Context: an optimization exercise on an open-source flow, tuned for small area, a short achievable clock period and few clock cycles. The choices shown serve that exercise and are no tape-out recipe.
Only simulation tests tie the RTL to the original design; equivalence was not proved.
Power and IR drop assume default switching activity.

## run.sh

```bash
#!/bin/bash
# synth_recipe.tcl (not shown) runs the flow's synth.tcl, then flattens the netlist and writes it again
# the make line also repeats each setting of config.mk as NAME=value (left out here)
make -C /OpenROAD-flow-scripts/flow DESIGN_CONFIG=/design/flow/config.mk WORK_HOME=/design/flow/orfs CLKGATE_MAP_FILE= SYNTH_SCRIPT=/design/flow/synth_recipe.tcl finish
```

## config.mk

```make
export PLATFORM = sky130hd
export DESIGN_NAME = tm_core
export DESIGN_NICKNAME = tm_core
export VERILOG_FILES = /design/flow/design.v
export SDC_FILE = /design/flow/constraint.sdc
export NUM_CORES = 4
export LEC_CHECK = 0
export CAP_MARGIN = 20
export CORE_MARGIN = 2
export CORE_UTILIZATION = 40
export PLACE_DENSITY = 0.6
export SLEW_MARGIN = 20
```

## constraint.sdc

```tcl
create_clock -name core_clock -period 30.0 [get_ports {clk}]
set_input_delay 6.0000 -clock core_clock [delete_from_list [all_inputs] [get_ports {clk}]]
set_output_delay 6.0000 -clock core_clock [all_outputs]
set_load 0.01 [all_outputs]
```

## design.v

```verilog
module tm_core (
    input  wire        clk,
    input  wire        rst,           
    input  wire [15:0] img_len,       
    output wire        mem_req,
    output wire        mem_we,
    output wire [15:0] mem_addr,
    output wire [15:0] mem_wdata,
    input  wire        mem_gnt,
    input  wire        mem_rvalid,
    input  wire [15:0] mem_rdata,
    output wire [1:0]  status,        
    output wire [2:0]  fault_kind,
    output wire        fault_write,
    output wire [15:0] fault_addr,
    output wire [15:0] ip_o,
    output wire [15:0] len_o
);
    localparam [2:0] S_START = 3'd0,    
                     S_RREQ  = 3'd1,    
                     S_RWAIT = 3'd2,    
                     S_OPA   = 3'd3,    
                     S_OPB   = 3'd4,    
                     S_EXEC  = 3'd5,    
                     S_WREQ  = 3'd6,    
                     S_HALT  = 3'd7;
    localparam [3:0] P_OP  = 4'd0,
                     P_F1  = 4'd1,
                     P_F2  = 4'd2,
                     P_F3  = 4'd3,
                     P_F4  = 4'd4,
                     P_OPA = 4'd5,
                     P_OPB = 4'd6,
                     P_IND = 4'd7,
                     P_AMT = 4'd8;
    localparam [2:0] F_TRUNC  = 3'd1,
                     F_INVOP  = 3'd2,
                     F_ACCESS = 3'd3,
                     F_DIVZ   = 3'd4,
                     F_MEMEX  = 3'd5,
                     F_ABNORM = 3'd6;
    reg [2:0]  state;
    reg [3:0]  phase;
    reg [15:0] ip;
    reg [15:0] len;
    reg [1:0]  st;
    reg [2:0]  fkind;
    reg        fwrite;
    reg [15:0] faddr;
    reg [15:0] raddr;      
    reg [15:0] wdata;
    reg [3:0]  op;
    reg [15:0] f1, f2, f3, f4;
    reg [15:0] va, vb;
    function [2:0] width;
        input [3:0] o;
        begin
            if (o == 4'd0 || o == 4'd15)
                width = 3'd1;
            else if (o >= 4'd12)
                width = 3'd2;
            else
                width = 3'd5;
        end
    endfunction
    wire is_arith  = (op >= 4'd1) && (op <= 4'd5);
    wire [15:0] raw_a = is_arith ? f3 : f2;
    wire [15:0] raw_b = is_arith ? f4 : f3;
    wire        rd_valid_op = (mem_rdata < 16'd16);
    wire [2:0]  rd_width    = width(mem_rdata[3:0]);
    wire [16:0] rd_end      = {1'b0, ip} + {14'd0, rd_width};
    wire [16:0] new_len = {1'b0, len} + {1'b0, mem_rdata};
    reg [15:0] result;
    always @(*) begin
        case (op)
            4'd1:    result = va + vb;
            4'd2:    result = va - vb;
            4'd3:    result = va * vb;
            4'd4:    result = va / vb;
            4'd5:    result = va % vb;
            default: result = 16'd0;
        endcase
    end
    reg taken;
    always @(*) begin
        case (op)
            4'd6:    taken = va <  vb;
            4'd7:    taken = va <= vb;
            4'd8:    taken = va == vb;
            4'd9:    taken = va != vb;
            4'd10:   taken = va >  vb;
            4'd11:   taken = va >= vb;
            default: taken = 1'b0;
        endcase
    end
    always @(posedge clk) begin
        if (rst) begin
            state  <= S_START;
            phase  <= P_OP;
            ip     <= 16'd0;
            len    <= img_len;
            st     <= 2'd0;
            fkind  <= 3'd0;
            fwrite <= 1'b0;
            faddr  <= 16'd0;
        end else begin
            case (state)
                S_START: begin
                    if (ip >= len) begin
                        st    <= 2'd2;
                        fkind <= F_ABNORM;
                        state <= S_HALT;
                    end else begin
                        raddr <= ip;
                        phase <= P_OP;
                        state <= S_RREQ;
                    end
                end
                S_RREQ: begin
                    if (mem_gnt)
                        state <= S_RWAIT;
                end
                S_RWAIT: begin
                    if (mem_rvalid) begin
                        case (phase)
                            P_OP: begin
                                op <= mem_rdata[3:0];
                                if (!rd_valid_op) begin
                                    st    <= 2'd2;
                                    fkind <= F_INVOP;
                                    state <= S_HALT;
                                end else if (rd_end > {1'b0, len}) begin
                                    st    <= 2'd2;
                                    fkind <= F_TRUNC;
                                    state <= S_HALT;
                                end else if (mem_rdata[3:0] == 4'd0) begin
                                    ip    <= ip + 16'd1;           
                                    state <= S_START;
                                end else if (mem_rdata[3:0] == 4'd15) begin
                                    st    <= 2'd1;                 
                                    state <= S_HALT;
                                end else begin
                                    raddr <= ip + 16'd1;
                                    phase <= P_F1;
                                    state <= S_RREQ;
                                end
                            end
                            P_F1: begin
                                f1 <= mem_rdata;
                                if (op == 4'd12) begin             
                                    ip    <= mem_rdata;
                                    state <= S_START;
                                end else if (op == 4'd13 || op == 4'd14) begin
                                    if (mem_rdata >= len) begin    
                                        st     <= 2'd2;
                                        fkind  <= F_ACCESS;
                                        fwrite <= 1'b0;
                                        faddr  <= mem_rdata;
                                        state  <= S_HALT;
                                    end else begin
                                        raddr <= mem_rdata;
                                        phase <= (op == 4'd13) ? P_IND : P_AMT;
                                        state <= S_RREQ;
                                    end
                                end else begin
                                    raddr <= ip + 16'd2;
                                    phase <= P_F2;
                                    state <= S_RREQ;
                                end
                            end
                            P_F2: begin
                                f2    <= mem_rdata;
                                raddr <= ip + 16'd3;
                                phase <= P_F3;
                                state <= S_RREQ;
                            end
                            P_F3: begin
                                f3    <= mem_rdata;
                                raddr <= ip + 16'd4;
                                phase <= P_F4;
                                state <= S_RREQ;
                            end
                            P_F4: begin
                                f4    <= mem_rdata;
                                state <= S_OPA;
                            end
                            P_OPA: begin
                                va    <= mem_rdata;
                                state <= S_OPB;
                            end
                            P_OPB: begin
                                vb    <= mem_rdata;
                                state <= S_EXEC;
                            end
                            P_IND: begin
                                ip    <= mem_rdata;
                                state <= S_START;
                            end
                            P_AMT: begin
                                if (new_len[16]) begin
                                    st    <= 2'd2;
                                    fkind <= F_MEMEX;
                                    state <= S_HALT;
                                end else begin
                                    len   <= new_len[15:0];
                                    ip    <= ip + 16'd2;
                                    state <= S_START;
                                end
                            end
                            default: state <= S_HALT;
                        endcase
                    end
                end
                S_OPA: begin
                    if (!f1[0]) begin
                        va    <= raw_a;
                        state <= S_OPB;
                    end else if (raw_a >= len) begin
                        st     <= 2'd2;
                        fkind  <= F_ACCESS;
                        fwrite <= 1'b0;
                        faddr  <= raw_a;
                        state  <= S_HALT;
                    end else begin
                        raddr <= raw_a;
                        phase <= P_OPA;
                        state <= S_RREQ;
                    end
                end
                S_OPB: begin
                    if (!f1[1]) begin
                        vb    <= raw_b;
                        state <= S_EXEC;
                    end else if (raw_b >= len) begin
                        st     <= 2'd2;
                        fkind  <= F_ACCESS;
                        fwrite <= 1'b0;
                        faddr  <= raw_b;
                        state  <= S_HALT;
                    end else begin
                        raddr <= raw_b;
                        phase <= P_OPB;
                        state <= S_RREQ;
                    end
                end
                S_EXEC: begin
                    if (is_arith) begin
                        if ((op == 4'd4 || op == 4'd5) && vb == 16'd0) begin
                            st    <= 2'd2;
                            fkind <= F_DIVZ;
                            state <= S_HALT;
                        end else if (f2 >= len) begin
                            st     <= 2'd2;
                            fkind  <= F_ACCESS;
                            fwrite <= 1'b1;
                            faddr  <= f2;
                            state  <= S_HALT;
                        end else begin
                            raddr <= f2;
                            wdata <= result;
                            state <= S_WREQ;
                        end
                    end else begin
                        ip    <= taken ? f4 : ip + 16'd5;
                        state <= S_START;
                    end
                end
                S_WREQ: begin
                    if (mem_gnt) begin
                        ip    <= ip + 16'd5;
                        state <= S_START;
                    end
                end
                default: state <= S_HALT;
            endcase
        end
    end
    assign mem_req     = (state == S_RREQ) || (state == S_WREQ);
    assign mem_we      = (state == S_WREQ);
    assign mem_addr    = raddr;
    assign mem_wdata   = wdata;
    assign status      = st;
    assign fault_kind  = fkind;
    assign fault_write = fwrite;
    assign fault_addr  = faddr;
    assign ip_o        = ip;
    assign len_o       = len;
endmodule
```

==> flow_metrics.py <==
metrics = {
    "status": {
        "outcome": "timing/DRC/antenna clean",
    },
    "place": {
        "dp_hpwl_um": 80100,
        "placed_cells": 4273,
        "port_buffers": 123,
        "place_ws_ns": -0.191,
        "gp_congestion": 1.04,
    },
    "final_layout": {
        "drive_above_1_share_pct": 8.05,
        "area_growth_pct": 13.1,
        "final_core_util_pct": 45.6,
        "stdcell_count": 4318,
        "layout.nets": 3902,
    },
    "sta": {
        "setup_viol": 0,
        "hold_slack_ns": 0.468,
        "setup_slack_ns": 1.88,
        "slew_viol_final": 0,
        "fin_crit_ns": 28.12,
        "tightest_slew_ns": 1.03,
        "clock-skew-final_ns": 0.0212,
        "min_period_over_period_pct": 93.7,
        "maxSlewHeadroom_pct": 30.6,
        "fmax_mhz": 35.6,
        "finalSetupTns_ns": 0,
        "finalHoldViolations": 0,
    },
    "synthesis": {
        "synthFlopType": "edfxtp_1",
        "async_flop_share_pct": 0,
        "synthMuxAreaShare_pct": 3.09,
        "synth_xor_area_share_pct": 6.60,
        "synth-edff-count": 134,
        "ys.warnings.count": 1,
        "ys_seq_area_share_pct": 18.7,
        "synthAdderAreaFrac_pct": 22.6,
        "ys_types": 86,
        "synth-seq-cells": 179,
        "yosys.area_share.simple_pct": 19.0,
        "synth_top_family_by_area": "compound AO/OA/AOI/OAI gates",
        "synthesis.instances": 3340,
        "syn_nets": 3802,
        "netlist_area_mm2": 0.0264,
        "synth_area_per_cell_um2": 7.91,
        "synth-compound-area-share_pct": 24.2,
    },
    "worst_setup_path": {
        "r2r_cells": 121,
        "path_class": "register to register",
        "cp.arrival_ns": 28.36,
        "max_stage_delay_ns": 0.51,
        "cp_max_fo": 11,
        "critPathCaptureType": "register",
        "crit_slowest_cell": "or4_1",
        "rrSetupSlack_ns": 1.88,
        "start_kind": "register",
        "crit_top_cell": "ha_1",
        "worstPathRequired_ns": 30.25,
    },
    "pwr": {
        "pwr_density_cell_mw_per_mm2": 55.6,
        "p_leak_nw": 12.8,
        "peakVddDrop_mv": 0.0501,
    },
    "clocking": {
        "cts_hold_buf": 0,
        "cts_htree_levels": 4,
        "insertion_delay_ns": 0.49,
        "path_clk_slew_ns": 0.08,
        "cts_max_path_buffers": 2,
        "cts_tree": "built",
        "clk_root_buffer_cell": "clkbuf_16",
        "cts_sinks": 179,
        "cts_buffers": 17,
    },
    "routing": {
        "wl_met3_um": 7430,
        "routed-wl-met2_um": 47300,
        "viasPerCell": 6.07,
        "routed_wl_um": 104000,
        "met1_length_um": 41500,
        "drc_errors": 0,
        "top_layer": "met5",
        "first_pass_iters": 6,
        "first_iter_violations": 2610,
        "drtAntennaViolNets": 0,
        "vias": 26201,
        "routedWlPerCell_um": 24.1,
    },
    "global_routing": {
        "grt_pass1_vias": 25050,
        "grt_overflow_total": 0,
        "grt_pass1_wl_um": 155000,
        "grt_max_degree": 78,
        "grt_usage_pct": 30.3,
        "antenna_found_initial": 2,
    },
    "die": {
        "ios": 124,
        "die_h_um": 261,
        "die-area_mm2": 0.0681,
        "core_area_mm2": 0.0655,
        "rows": 94,
        "initial_core_util_pct": 40.3,
        "fp.dieW_um": 261,
    },
    "hold_path": {
        "whs_path_depth": 2,
        "holdCritPathClass": "register to register",
    },
    "flow_run": {
        "maxCapViolCount": 0,
    },
}
-- layout make-up --
type / instances / area, µm²
flip-flops and latches: 179 / 4920
diodes: 1 / 2.50
inverters: 241 / 908
clock buffers: 18 / 429
repair buffers: 249 / 2180
fillers: 6561 / 35600
well taps: 864 / 1080
clock inverters: 14 / 208
multi-input cells: 2752 / 20100
-- layout by cell type, fill, tap and decap left out, types with 26 or more instances in the layout --
cell / Yosys / routed
edfxtp_1: 134 / 134
buf_4: 0 / 125
clkdlybuf4s50_1: 0 / 122
o21a_1: 49 / 47
a21oi_1: 240 / 235
xnor2_1: 124 / 124
ha_1: 341 / 341
a211oi_1: 46 / 45
nor2_1: 326 / 322
dfxtp_1: 45 / 45
nand3_1: 56 / 56
nor2b_1: 57 / 57
fa_1: 85 / 85
nand2b_1: 35 / 35
a21o_1: 87 / 87
xor2_1: 75 / 75
o21ai_0: 175 / 172
and2_1: 35 / 34
o22ai_1: 31 / 31
nor3_1: 93 / 92
mux2i_1: 44 / 43
nand2_1: 337 / 337
o211ai_1: 40 / 40
mux2_2: 32 / 32
a31oi_1: 40 / 39
a22oi_1: 26 / 26
inv_1: 237 / 237
-- power by group --
group          internal (mW)  total (mW)  switching [mW]
Sequential             0.317       0.348          0.0307
Combinational          0.404        1.06           0.657
Clock                  0.129       0.253           0.124
-- through the flow --
| step | area [µm²] | total power [mW] |
|---|---|---|
| 4_1_cts | 29600 | 1.65 |
| 6_report | 29900 | 1.66 |
| 3_5_place_dp | 29000 | 1.39 |
| 3_3_place_gp | 29000 | 1.39 |
| 5_1_grt | 29900 | 1.77 |
| 2_1_floorplan | 26400 | 1.02 |
-- cells by family after synthesis --
kind of cell,count (synthesis)
and+or+nand+nor,1082
AOI/OAI and AO/OA,968
adders and majority gates,426
buffers and inverters,409
xor gates and xnor gates,199
DFF,179
muxes,77
-- repair_timing --
action / 4_1_cts / 5_1_grt
pin swaps: 0 / 7
gates resized for setup: 1 / 34
setup endpoints to repair: 14 / 16
buffers inserted: 0 / 12
-- critical path: cells and delay by family (launching register included) --
| family | cells | cell delay, ns |
|---|---|---|
| AND/OR/NAND/NOR | 31 | 6.42 |
| flip-flops | 1 | 0.49 |
| AO/OA/AOI/OAI | 66 | 14.45 |
| multiplexers | 3 | 1.01 |
| adder cells (fa/ha/maj) | 15 | 4.58 |
| buffers and inverters | 6 | 0.96 |
-- final timing paths --
kind	start	endpoint
setup reg to reg	vb[12]	wdata[14]
hold reg to reg	faddr[2]	faddr[2]
hold / removal	faddr[2]	faddr[2]
setup / recovery	vb[12]	wdata[14]
-- Yosys cell counts (all sizes together), types with 8 or more instances --
master	count	area, µm²
a211o	11	96.3
a211oi	48	370
a21boi	13	97.6
a21o	87	653
a21oi	241	1210
a221o	14	140
a221oi	22	193
a22oi	26	195
a311oi	14	123
a31o	8	70.1
a31oi	41	263
and2	36	225
and3	20	125
buf	20	86.3
clkbuf	148	556
dfxtp	45	901
edfxtp	134	4020
fa	85	1700
ha	341	4270
inv	237	890
mux2	33	375
mux2i	44	440
nand2	338	1270
nand2b	35	219
nand3	57	290
nand4	24	156
nor2	327	1230
nor2b	57	357
nor3	93	465
nor4	19	146
o211ai	42	325
o21a	49	368
o21ai	190	951
o21bai	18	135
o221ai	21	184
o22ai	31	194
o31a	10	87.6
o31ai	20	155
or2	25	156
or3	20	125
or4	9	67.6
xnor2	124	1090
xor2	75	657
-- layer usage --
metal	GRT usage, %	up-vias
li1	-	12269
met1	37.3	12355
met2	49.2	1229
met4	20.2	2
met3	4.42	346
met5	0	-
Testbench counts, summed over its fixed seeds: cycles 1,388,764.

## re-timing with driven ports
The flow's constraints put no driver on any port. The routed layout listed below was extracted and timed again, unchanged, in two steps. Step 1 (the two cells are an assumption about what drives the block):
set clk [get_ports {clk}]
set_driving_cell -lib_cell sky130_fd_sc_hd__clkbuf_16 $clk
set_driving_cell -lib_cell sky130_fd_sc_hd__buf_2 [delete_from_list [all_inputs] $clk]
Step 2, shift: input delay + t, output delay - t, t = (earliest + latest rising clock arrival at the registers) / 2. This alone moves slack from input paths to output paths. Three values: no drivers, after step 1, after step 2; two values: the first two.
shift t [ns]: 0.544
setup WS [ns]: 1.884 / 1.884 / 1.884
hold slack, ns: 0.468 / 0.468 / 0.468
After both steps this run still meets setup and hold. For this run, drivers alone change the setup slack by 0.000 ns; drivers and shift together by 0.000 ns.
